What follows belongs to an exercise in optimizing a design on an open flow for small area, a short achievable clock period and few clock cycles; a production flow would make more cautious choices.
The RTL was checked by simulation tests, not by an equivalence proof against the original design.
Power is estimated from default activity; no workload was simulated.

==> job 2715: inputs <==
Design crc4pc, start of the top module:
module crc4pc (
    input  wire        clk,
    input  wire        rst,
    input  wire        req_valid,
    input  wire        req_write,
    input  wire        req_mem,
    input  wire [7:0]  req_addr,
    input  wire [31:0] req_wdata,
    output wire        req_ready,
    output reg         rsp_valid,
    output reg  [31:0] rsp_rdata
);
    localparam [4:0] R_CMD          = 5'd0,
                     R_STATUS       = 5'd1,
                     R_CRC_START    = 5'd2,
                     R_CRC_BITS     = 5'd3,
                     R_CRC_VALUE_LO = 5'd4,
                     R_CRC_VALUE_HI = 5'd5,
                     R_CRC_RESULT   = 5'd6,
                     R_SRC_ADDR     = 5'd7,
                     R_SRC_LEN      = 5'd8,
                     R_NAME_ADDR    = 5'd9,
                     R_NAME_LEN     = 5'd10,
                     R_MSG_ADDR     = 5'd11,
                     R_MSG_LEN      = 5'd12,
                     R_DST_ADDR     = 5'd13,
                     R_HDR          = 5'd14,
                     R_HDR_FIELDS   = 5'd15,
                     R_RES_SIZE     = 5'd16,
                     R_RES_NAME     = 5'd17,
                     R_RES_MSG_ADDR = 5'd18,
                     R_RES_MSG_LEN  = 5'd19,
  ...
clock: 9.0 ns
lec_check: 0
cap_margin: 20
core_margin: 2
core_utilization: 30
place_density: 0.45
slew_margin: 20
run.sh (not shown) runs the stock make flow with config.mk's settings and CLKGATE_MAP_FILE= SYNTH_SCRIPT=/design/flow/synth_recipe.tcl, a recipe that flattens the netlist after the stock synthesis.
==> inputs of job 2392, as changes to job 2715 <==
CORE_UTILIZATION = 45   (was 30)
PLACE_DENSITY = 0.6   (was 0.45)
==> inputs of job 2945, as changes to job 2715 <==
--- a/flow/design.v
+++ b/flow/design.v
@@ -330,16 +330,75 @@
     endgenerate
     wire [3:0] crcv = mp(crc_start, e_nibs(crc_bits)) ^
                       vterm[3:0]   ^ vterm[7:4]   ^ vterm[11:8]  ^ vterm[15:12] ^
                       vterm[19:16] ^ vterm[23:20] ^ vterm[27:24] ^ vterm[31:28] ^
                       vterm[35:32] ^ vterm[39:36] ^ vterm[43:40] ^ vterm[47:44] ^
                       vterm[51:48] ^ vterm[55:52] ^ vterm[59:56] ^ vterm[63:60];
     wire [3:0] hdr_ck = mp(bw(hdr[7:0]), 3'd3) ^ m1(hdr[11:8]);
-    wire [4:0] asm_k    = (msg_len[31:5] != 27'd0) ? 5'd31 : msg_len[4:0];
-    wire [5:0] asm_size = 6'd2 + {2'd0, name_len[3:0]} + {1'b0, asm_k};
+    reg        hz_src_a, hz_src_l, hz_name_a, hz_name_l, hz_msg_a, hz_dst_a;   
+    reg        z_src_l, z_name_l, z_msg_l;     
+    reg        lt2_src_l;                      
+    reg        big_name_l;                     
+    reg        big_msg_l;                      
+    reg [4:0]  r_asm_k;                        
+    reg [5:0]  r_asm_size;                     
+    wire [4:0] w_k   = (req_wdata[31:5] != 27'd0) ? 5'd31 : req_wdata[4:0];
+    wire       w_hz  = (req_wdata[31:9] == 23'd0);
+    wire       w_z   = (req_wdata == 32'd0);
+    always @(posedge clk) begin
+        if (rst) begin
+            hz_src_a   <= 1'b1;
+            hz_src_l   <= 1'b1;
+            hz_name_a  <= 1'b1;
+            hz_name_l  <= 1'b1;
+            hz_msg_a   <= 1'b1;
+            hz_dst_a   <= 1'b1;
+            z_src_l    <= 1'b1;
+            z_name_l   <= 1'b1;
+            z_msg_l    <= 1'b1;
+            lt2_src_l  <= 1'b1;
+            big_name_l <= 1'b0;
+            big_msg_l  <= 1'b0;
+            r_asm_k    <= 5'd0;
+            r_asm_size <= 6'd2;
+        end else if (host_rwr) begin
+            case (slot)
+                R_SRC_ADDR:  hz_src_a  <= w_hz;
+                R_SRC_LEN: begin
+                    hz_src_l  <= w_hz;
+                    z_src_l   <= w_z;
+                    lt2_src_l <= (req_wdata[31:1] == 31'd0);
+                end
+                R_NAME_ADDR: hz_name_a <= w_hz;
+                R_NAME_LEN: begin
+                    hz_name_l  <= w_hz;
+                    z_name_l   <= w_z;
+                    big_name_l <= (req_wdata[31:4] != 28'd0);
+                    r_asm_size <= 6'd2 + {2'd0, req_wdata[3:0]} + {1'b0, r_asm_k};
+                end
+                R_MSG_ADDR:  hz_msg_a  <= w_hz;
+                R_MSG_LEN: begin
+                    z_msg_l   <= w_z;
+                    big_msg_l <= (req_wdata[31:5] != 27'd0);
+                    r_asm_k   <= w_k;
+                    r_asm_size <= 6'd2 + {2'd0, name_len[3:0]} + {1'b0, w_k};
+                end
+                R_DST_ADDR:  hz_dst_a  <= w_hz;
+                default: ;
+            endcase
+        end
+    end
+    function in_range9;
+        input [8:0] a;
+        input [8:0] n;
+        input       hz;        
+        in_range9 = hz && ({1'b0, a} + {1'b0, n}) <= 10'd256;
+    endfunction
+    wire [4:0] asm_k    = r_asm_k;
+    wire [5:0] asm_size = r_asm_size;
     wire [7:0] asm_h0   = {asm_k[0], name_len[3:0], 3'b101};
     wire [3:0] asm_hck  = mp(bw(asm_h0), 3'd3) ^ m1(asm_k[4:1]);
     wire [8:0] asm_kd0  = {1'b0, dst_addr[7:0]} + 9'd2 + {5'd0, name_len[3:0]};
     wire [8:0] asm_end  = {1'b0, dst_addr[7:0]} + {3'd0, asm_size};
     wire [8:0] asm_last = asm_end - 9'd1;
     wire       asm_desc = {1'b0, msg_addr[7:0]} < asm_kd0;
     wire [3:0] rng_pad = 4'd0 - src_len[3:0];
@@ -353,19 +412,25 @@
             clamp16 = v[9] ? 5'd0 : (v[8:4] != 5'd0) ? 5'd16 : {1'b0, v[3:0]};
         end
     endfunction
     wire [3:0] wq_nx = a_desc ? wq - 4'd1 : wq + 4'd1;
     wire [2:0]  rf_name = sub7(e_2a(a_na[3:0]), 3'd4);
     wire [2:0]  rfc0 = add7(add7(e2x6({3'd0, mod7(a_dst)}), e3q(a_q0)),
                             e_2a(a_dlt[3:0]));
-    wire        rng_src  = in_range(src_addr, src_len);
-    wire        rng_hs   = in_range(dst_addr, 32'd2);
-    wire        rng_asm  = in_range(name_addr, name_len) &&
-                           in_range(msg_addr, {27'd0, asm_k}) &&
-                           in_range(dst_addr, {26'd0, asm_size});
+    wire        f_rng_src = z_src_l || in_range9(src_addr[8:0], src_len[8:0], hz_src_a && hz_src_l);
+    wire        f_rng_hs  = in_range9(dst_addr[8:0], 9'd2, hz_dst_a);
+    wire        f_rng_asm = in_range9(name_addr[8:0], name_len[8:0], hz_name_a && hz_name_l) &&
+                            in_range9(msg_addr[8:0], {4'd0, asm_k}, hz_msg_a) &&
+                            in_range9(dst_addr[8:0], {3'd0, asm_size}, hz_dst_a);
+    wire        f_src0    = z_src_l;
+    wire        f_srclt2  = lt2_src_l;
+    wire        f_n0      = z_name_l;
+    wire        f_nbig    = big_name_l;
+    wire        f_m0      = z_msg_l;
+    wire        f_mbig    = big_msg_l;
     wire [3:0]  rng_acc0 = mp(crc_start, e_m2a(rng_pad));
     wire [4:0]  q0_lo    = clamp16(a_kd0, a_q0);
     wire [4:0]  q0_hi    = clamp16(a_end, a_q0);
     wire [4:0]  qn_lo    = clamp16(a_kd0, wq_nx);
     wire [4:0]  qn_hi    = clamp16(a_end, wq_nx);
     wire [2:0]  cexp_nx  = add7(e2x6(a_size), add7(rfc, 3'd3));
     wire [2:0]  rfc_nx   = add7(rfc, a_desc ? 3'd4 : 3'd3);
@@ -444,73 +509,72 @@
                                     status_err <= E_BITS;
                                 end else begin
                                     crc_raw <= crcv;
                                     crc_exp <= 3'd0;
                                 end
                             end
                             4'h2: begin
-                                if (!rng_src) begin
+                                if (!f_rng_src) begin
                                     status_err <= E_ADDR;
-                                end else if (src_len == 32'd0) begin
+                                end else if (f_src0) begin
                                     crc_raw <= crc_start;
                                     crc_exp <= 3'd0;
                                 end else begin
                                     busy  <= 1'b1;
                                     st    <= S_RANGE;
                                     ptr   <= src_addr[7:0] - {4'd0, rng_pad};
                                     mlo   <= {1'b0, rng_pad};
                                     mhi   <= 5'd16;
                                     first <= 1'b1;
                                     cnt   <= rng_lm1[7:4];
                                     acc   <= rng_acc0;
                                 end
                             end
                             4'h3: begin
-                                if (name_len == 32'd0 || name_len > 32'd15 ||
-                                    msg_len == 32'd0 || msg_len > 32'd31)
+                                if (f_n0 || f_nbig || f_m0 || f_mbig)
                                     status_err <= E_LENGTH;
                                 else
                                     hdr <= {4'd0, msg_len[4:0], name_len[3:0], 3'b101};
                             end
                             4'h4: hdr <= {crc_result, hdr[11:0]};
                             4'h5: begin
                                 crc_raw <= hdr_ck;
                                 crc_exp <= 3'd0;
                             end
                             4'h6: begin
-                                if (!rng_src) begin
+                                if (!f_rng_src) begin
                                     status_err <= E_ADDR;
-                                end else if (src_len < 32'd2) begin
+                                end else if (f_srclt2) begin
                                     status_err <= E_TRUNC_HDR;
                                 end else begin
                                     busy <= 1'b1;
                                     st   <= S_HL;
                                     ptr  <= src_addr[7:0];
                                 end
                             end
                             4'h7: begin
-                                if (!rng_hs) begin
+                                if (!f_rng_hs) begin
                                     status_err <= E_ADDR;
                                 end else begin
                                     busy <= 1'b1;
                                     st   <= S_HS;
                                     ptr  <= dst_addr[7:0];
                                     amt  <= 4'd0 - dst_addr[3:0];
                                     mlo  <= 5'd0;
                                     mhi  <= 5'd2;
                                 end
                             end
                             4'h8: begin
-                                if (name_len == 32'd0) begin
+                                if (f_n0) begin
                                     status_err <= E_EMPTY;
-                                end else if (name_len > 32'd15) begin
+                                end else if (f_nbig) begin
                                     status_err <= E_NAME_LONG;
-                                end else if (msg_len == 32'd0) begin
+                                end else if (f_m0) begin
                                     status_err <= E_EMPTY;
-                                end else if (!rng_asm) begin
+                                end else if (!f_rng_asm) begin
                                     status_err <= E_ADDR;
                                 end else begin
                                     res_size      <= asm_size;
                                     res_name_addr <= dst_addr[7:0] + 8'd2;
                                     res_msg_addr  <= asm_kd0[7:0];
                                     res_msg_len   <= asm_k;
                                     busy   <= 1'b1;
@@ -531,17 +595,17 @@
                                     a_dlt  <= msg_addr[7:0] - asm_kd0[7:0];
                                     a_desc <= asm_desc;
                                     a_q0   <= asm_desc ? asm_last[7:4] : asm_kd0[7:4];
                                     a_qe   <= asm_desc ? asm_kd0[7:4] : asm_last[7:4];
                                 end
                             end
                             4'h9: begin
-                                if (!rng_src) begin
+                                if (!f_rng_src) begin
                                     status_err <= E_ADDR;
-                                end else if (src_len < 32'd2) begin
+                                end else if (f_srclt2) begin
                                     status_err <= E_TRUNC_HDR;
                                 end else begin
                                     busy <= 1'b1;
                                     st   <= S_DR;
                                     ptr  <= src_addr[7:0];
                                     dw   <= 2'd0;
                                 end
==> comparison table <==
metric	job 2945	job 2392	job 2715
Run status	timing/DRC/antenna clean	timing/DRC/antenna clean	timing/DRC/antenna clean
Die extent in y	688.3 µm	562.0 µm	687.4 µm
Power in the clock group	13.4 mW	12.6 mW	12.8 mW
Cell depth of the worst setup path	25	24	24
Post-synthesis instance area	140500 µm²	140100 µm²	140100 µm²
Clock buffers	393	395	429
FP Rows	251	204	251
Leakage component of the power	54.12 nW	54.33 nW	54.33 nW
Inverter count of the layout excluding clock inverters	202	225	225
Synth Area in Compound Gates	0.1128	0.1081	0.1081
Die Outline Area	473700 µm²	315900 µm²	472600 µm²
Slowest cell on the critical path	mux4_2	or4_2	a222oi_1
Worst slew margin	0.1206	0.1814	0.1302
Testbench counts of job 2715, summed over its fixed seeds: cycles 10,161.
Testbench counts of job 2392, summed over its fixed seeds: cycles 10,161.
Testbench counts of job 2945, summed over its fixed seeds: cycles 10,161.

## re-timing with driven ports
How much do the figures lean on ideal ports? The routed layouts below were timed once more, with nothing changed but the port constraints. Step 1 sets driving cells, clkbuf_16 on the clock port and buf_2 on the other inputs (assumed; they add their load-dependent delay and slew). Step 2 also shifts input and output timing later by t, the mid clock arrival at the registers, as if the neighbouring blocks saw the same clock. Slacks: ideal ports / drivers / drivers and shift; pairs: ideal ports / drivers.
run | t (ns) | slack for setup (ns) | worst slew at a driven data input, ns
job 2715 | 1.060 | 0.283 / 0.283 / 0.283 | 0.33
job 2392 | 1.048 | 0.538 / 0.538 / 0.538 | 0.21
job 2945 | 1.099 | 0.574 / 0.574 / 0.082 | 0.19
After both steps setup and hold are still met in every run listed. The setup slack of job 2945, which loses most, moves by 0.000 ns with the drivers and by -0.492 ns with both steps.
